Source: an optimization exercise on an open RTL-to-GDS flow (aim: small area, a short achievable clock period and few clock cycles). Production flows keep margins and buffers that such runs may drop. Only simulation tests tie the RTL to the original design; equivalence was not proved.

==> flow/config.mk <==
export PLATFORM = sky130hd
export DESIGN_NAME = cstf_isub
export DESIGN_NICKNAME = cstf_isub
export VERILOG_FILES = /design/flow/design.v
export SDC_FILE = /design/flow/constraint.sdc
export NUM_CORES = 4
export LEC_CHECK = 0
export CAP_MARGIN = 20
export CORE_MARGIN = 2
export CORE_UTILIZATION = 40
export SLEW_MARGIN = 20
==> flow/constraint.sdc <==
create_clock -name core_clock -period 17.0 [get_ports {clk}]
set_input_delay 3.4000 -clock core_clock [delete_from_list [all_inputs] [get_ports {clk}]]
set_output_delay 3.4000 -clock core_clock [all_outputs]
set_load 0.01 [all_outputs]
==> flow/design.v <==
module cstf_isub (
    input  wire        clk,
    input  wire        rst,         
    input  wire        cfg_we,
    input  wire [5:0]  cfg_addr,
    input  wire [31:0] cfg_data,
    input  wire        in_valid,
    output wire        in_ready,
    input  wire [15:0] in_data,
    output wire        out_valid,
    input  wire        out_ready,
    output wire [15:0] out_data,
    output wire        idle
);
    localparam TMAX = 32;
    localparam WMAX = 64;
    reg signed [31:0] itap [0:TMAX-1];
    reg [7:0]         tapcount;
    reg [7:0]         center;
    reg               clip;
    reg [5:0]         ishift;
    reg signed [31:0] ioffset;
    reg signed [63:0] minv;
    reg signed [63:0] maxv;
    reg [6:0]         width;
    reg               rep_u8;
    always @(posedge clk) begin
        if (cfg_we) begin
            if (cfg_addr < 6'd32) begin
                itap[cfg_addr[4:0]] <= cfg_data;
            end else begin
                case (cfg_addr)
                    6'd32: begin
                        tapcount <= cfg_data[7:0];
                        center   <= cfg_data[15:8];
                        clip     <= cfg_data[16];
                        ishift   <= cfg_data[29:24];
                    end
                    6'd33: ioffset     <= cfg_data;
                    6'd34: minv[31:0]  <= cfg_data;
                    6'd35: minv[63:32] <= cfg_data;
                    6'd36: maxv[31:0]  <= cfg_data;
                    6'd37: maxv[63:32] <= cfg_data;
                    6'd38: begin
                        width  <= cfg_data[6:0];
                        rep_u8 <= cfg_data[8];
                    end
                    default: ;
                endcase
            end
        end
    end
    wire [5:0] wout = width[6:1];
    localparam S_LOAD = 2'd0;
    localparam S_MAC  = 2'd1;
    localparam S_FIN  = 2'd2;
    localparam S_OUT  = 2'd3;
    reg [1:0]  state;
    reg [6:0]  cnt;       
    reg [5:0]  oi;        
    reg [4:0]  k;         
    reg signed [63:0] acc;
    reg [15:0] res;
    reg [15:0] rowbuf [0:WMAX-1];
    wire signed [9:0] col_raw = $signed({3'b000, oi, 1'b0}) + $signed({5'b00000, k})
                              - $signed({2'b00, center});
    wire signed [9:0] col_last = $signed({3'b000, width}) - 10'sd1;
    wire [5:0] col = (col_raw < 0)        ? 6'd0 :
                     (col_raw > col_last) ? col_last[5:0] :
                                            col_raw[5:0];
    wire signed [16:0] sample  = $signed({1'b0, rowbuf[col]});
    wire signed [48:0] product = itap[k] * sample;
    wire signed [63:0] sum     = acc + {{32{ioffset[31]}}, ioffset};
    wire signed [63:0] shifted = sum >>> ishift;
    wire signed [63:0] clipped = !clip           ? shifted :
                                 (shifted < minv) ? minv :
                                 (shifted > maxv) ? maxv :
                                                    shifted;
    wire in_fire  = in_valid && in_ready;
    wire out_fire = out_valid && out_ready;
    always @(posedge clk) begin
        if (in_fire) begin
            rowbuf[cnt[5:0]] <= rep_u8 ? {8'h00, in_data[7:0]} : in_data;
        end
    end
    always @(posedge clk) begin
        if (rst) begin
            state <= S_LOAD;
            cnt   <= 7'd0;
            oi    <= 6'd0;
            k     <= 5'd0;
            acc   <= 64'sd0;
            res   <= 16'd0;
        end else begin
            case (state)
                S_LOAD: begin
                    if (in_fire) begin
                        if (cnt == width - 7'd1) begin
                            cnt <= 7'd0;
                            if (wout != 6'd0) begin
                                state <= S_MAC;
                                oi    <= 6'd0;
                                k     <= 5'd0;
                                acc   <= 64'sd0;
                            end
                        end else begin
                            cnt <= cnt + 7'd1;
                        end
                    end
                end
                S_MAC: begin
                    acc <= acc + {{15{product[48]}}, product};
                    if ({3'b000, k} == tapcount - 8'd1) begin
                        state <= S_FIN;
                    end else begin
                        k <= k + 5'd1;
                    end
                end
                S_FIN: begin
                    res   <= rep_u8 ? {8'h00, clipped[7:0]} : clipped[15:0];
                    state <= S_OUT;
                end
                S_OUT: begin
                    if (out_fire) begin
                        if (oi == wout - 6'd1) begin
                            state <= S_LOAD;
                        end else begin
                            oi    <= oi + 6'd1;
                            k     <= 5'd0;
                            acc   <= 64'sd0;
                            state <= S_MAC;
                        end
                    end
                end
            endcase
        end
    end
    assign in_ready  = (state == S_LOAD);
    assign out_valid = (state == S_OUT);
    assign out_data  = res;
    assign idle      = (state == S_LOAD) && (cnt == 7'd0);
endmodule
==> flow/run.sh <==
#!/bin/bash
# synth_recipe.tcl (not shown) runs the flow's synth.tcl, then flattens the netlist and writes it again
# the make line also repeats each setting of config.mk as NAME=value (left out here)
make -C /OpenROAD-flow-scripts/flow DESIGN_CONFIG=/design/flow/config.mk WORK_HOME=/design/flow/orfs CLKGATE_MAP_FILE= SYNTH_SCRIPT=/design/flow/synth_recipe.tcl finish
==> run notes <==
==> final timing paths <==
kind / start / to / slack, ns
setup / recovery: oi[0]$_SDFFE_PP0P_ / acc[63]$_SDFFE_PP0P_ / 0.75
hold / removal: acc[38]$_SDFFE_PP0P_ / acc[38]$_SDFFE_PP0P_ / 0.50
setup reg to reg: oi[0]$_SDFFE_PP0P_ / acc[63]$_SDFFE_PP0P_ / 0.75
hold reg to reg: acc[38]$_SDFFE_PP0P_ / acc[38]$_SDFFE_PP0P_ / 0.50
==> stage by stage <==
stage	instance area, um^2	hold WS [ns]	instances	util
after global routing	142000	0.530	13600	0.450
after detailed placement	133000	0.487	13200	0.424
after CTS	141000	0.501	13600	0.449
after floorplan	126000	0.453	9090	-
final	142000	0.499	13600	0.450
after global placement	133000	0.478	13200	0.424
==> cell usage in the layout (no fill, tap or decap), drive strengths merged, types with 34 or more instances in the layout <==
master / netlist / layout
a211oi: 61 / 61
a21o: 126 / 126
a21oi: 322 / 322
a22o: 243 / 243
a22oi: 329 / 329
a31oi: 35 / 35
and3: 37 / 37
buf: 239 / 398
clkbuf: 295 / 314
clkdlybuf4s50: 0 / 54
clkinv: 1 / 93
dfxtp: 105 / 105
edfxtp: 2239 / 2239
fa: 496 / 496
ha: 409 / 409
inv: 792 / 803
mux2: 85 / 85
mux2i: 565 / 565
mux4: 362 / 362
nand2: 278 / 278
nand2b: 34 / 34
nand3: 91 / 91
nand4: 94 / 94
nor2: 522 / 522
nor2b: 47 / 47
nor3: 79 / 79
nor4: 78 / 78
o21a: 60 / 60
o21ai: 181 / 181
o21bai: 40 / 40
o22ai: 264 / 264
xnor2: 129 / 129
xor2: 57 / 57
==> kinds of logic after synthesis <==
logic type / after synthesis / synth area share
simple gates: 1411 / 0.0540
fa+ha+maj: 905 / 0.119
buf+inv: 1327 / 0.0427
flops: 2344 / 0.548
mux: 1012 / 0.117
compound gates: 1905 / 0.107
xor+xnor: 186 / 0.0129
==> worst reg2reg max path: cells and delay by family (launching register included) <==
kind	cells	cell delay, ns
AOI/OAI and AO/OA	30	5.93
adders and majority gates	12	5.17
and+or+nand+nor	5	1.71
buffers and inverters	8	1.43
xor gates and xnor gates	4	1.04
DFF	1	0.47
muxes	1	0.37
==> registers in the layout, summed over array words and instances (netlist names), 7 cells and up, named ones only <==
signal    cells
acc          64
center        8
cnt           7
ioffset      32
itap       1024
maxv         64
minv         64
res          16
rowbuf     1024
tapcount      8
width         7
==> what timing repair did <==
action                     4_1_cts  5_1_grt
setup endpoints to repair        0        8
resized for setup                0       30
buffers inserted                 0        4
==> routing by layer <==
layer | vias up | global-route usage
li1 | 35100 | -
met1 | 42300 | 0.326
met2 | 3723 | 0.376
met3 | 695 | 0.0369
met4 | 4 | 0.0757
met5 | - | 0
==> final cells by class <==
class                           count  area [um^2]
Inverter                          793         2980
Antenna cell                        3         7.51
Tap cell                         4160         5200
Timing Repair Buffer              454         3770
Clock inverter                    138         1380
Sequential cell                  2344        69400
Clock buffer                      312         6570
Multi-Input combinational cell   5419        52300
Fill cell                       27700       173000
==> flow_metrics.env <==
export IMPL_outcome="no timing/DRC/antenna violations"
export IMPL_synthTopCellsByCount="edfxtp_1, inv_1, mux2i_1, nor2_1, fa_1"
export IMPL_place_worst_setup_slack_ns=0.656
export IMPL_relSlewSlack=0.174
export IMPL_setup_violations=0
export IMPL_ios=78
export IMPL_grt_pass1_vias=82100
export IMPL_yosys_area_top_type_share=0.532
export IMPL_syn_inst=9090
export IMPL_rsz0062_at_grt="false"
export IMPL_met3_length_um=30100
export IMPL_wl_met1_um=162000
export IMPL_drive_above_1_share=0.147
export IMPL_skew_ns=0.114
export IMPL_synth_warnings=1
export IMPL_yosysSeqAreaShare=0.548
export IMPL_coreArea_um2=315000
export IMPL_critPathCaptureType="register"
export IMPL_die_h_um=566
export IMPL_dieArea_um2=321000
export IMPL_grtUsageTotal=0.235
export IMPL_hold_depth=2
export IMPL_slew_viol_final=0
export IMPL_cp_slowest_cell="or4_1"
export IMPL_cts_root_buf="clkbuf_16"
export IMPL_crit_type="register to register"
export IMPL_die_x_um=566
export IMPL_arrival_ns=17.06
export IMPL_num_vias=81700
export IMPL_clock_latency_ns=0.94
export IMPL_worst_pin_slew_ns=1.24
export IMPL_grt_pass1_wl_um=561000
export IMPL_hold_violations=0
export IMPL_areaGrowthSynthToFinish_pct=11.9
export IMPL_cp_buffers_inverters=8
export IMPL_initial_core_util=0.402
export IMPL_tns_ns=0
export IMPL_clk_path_buf_depth=4
export IMPL_drc=0
export IMPL_fin_crit_sh=0.956
export IMPL_yosysTopAreaCell="edfxtp_1"
export IMPL_cts_hold_buf=0
export IMPL_totalWireLength_um=386000
export IMPL_viasPerCell=6.00
export IMPL_cts_reportedPaths_clkPinSlew_ns=0.06
export IMPL_fp_row_count=206
export IMPL_layout_nets=10200
export IMPL_critPathMaxStageDelay_ns=0.59
export IMPL_cap_violations=0
export IMPL_met2_wirelength_um=180000
export IMPL_ant_nets=0
export IMPL_critical_path_most_common_cell="fa_1"
export IMPL_path_depth=60
export IMPL_synthTopCellsByArea="edfxtp_1, fa_1, mux4_2, mux2i_1, ha_1"
export IMPL_ys_flop_type="edfxtp_1"
export IMPL_synth_edf_count=2239
export IMPL_fin_ws_ns=0.753
export IMPL_cts_htree_levels=4
export IMPL_r2r_cells=60
export IMPL_grt_max_degree=111
export IMPL_yosys_register_bits=2344
export IMPL_cp_top_family="compound AO/OA/AOI/OAI gates"
export IMPL_syn_nets=10100
export IMPL_synthArstFlopShare=0
export IMPL_hpwl_um=254000
export IMPL_yosysMostFrequentCell="edfxtp_1"
export IMPL_ys_types=122
export IMPL_clock_sinks=2344
export IMPL_port_buffers=77
export IMPL_wl_per_cell_um=28.3
export IMPL_place_congestion=0.958
export IMPL_grt_overflow_total=0
export IMPL_antenna_found_initial=16
export IMPL_hold_class="register to register"
export IMPL_numCtsBuffers=243
export IMPL_setup_worst_path_start_class="register"
export IMPL_syn_avg_cell_area_um2=13.9
export IMPL_fin_crit_ns=16.25
export IMPL_syn_cell_area_um2=126000
export IMPL_max_freq_ghz=0.0616
export IMPL_first_pass_iters=9
export IMPL_cts_tree="built"
export IMPL_worstPathRequired_ns=17.81
export IMPL_dr_max_layer_used="met5"
export IMPL_cp_max_fo=32
export IMPL_drtIter0Drc=9497
Testbench counts, summed over its fixed seeds: cycles 153,684.

[what the ideal ports hide]
Ports are ideal in the flow. The routed layout listed here was re-timed in OpenROAD. Step 1, drivers: a clkbuf_16 drives clk and a buf_2 each remaining input, both assumed. Step 2 adds t to the input delays and takes it off the output delays; t is the mean of the earliest and latest rising clock arrival at the registers after step 1. Input paths then give back, and output paths get back, about the clock's delay inside the block. Slacks: no drivers / after step 1 / after step 2; pairs: no drivers / after step 1.
shift t [ns]: 0.996
setup WS [ns]: 0.753 / 0.753 / 0.753
hold WS [ns]: 0.499 / 0.499 / 0.499
After both steps this run still meets setup and hold. The setup slack of this run moves by 0.000 ns with the drivers and by 0.000 ns with both steps.
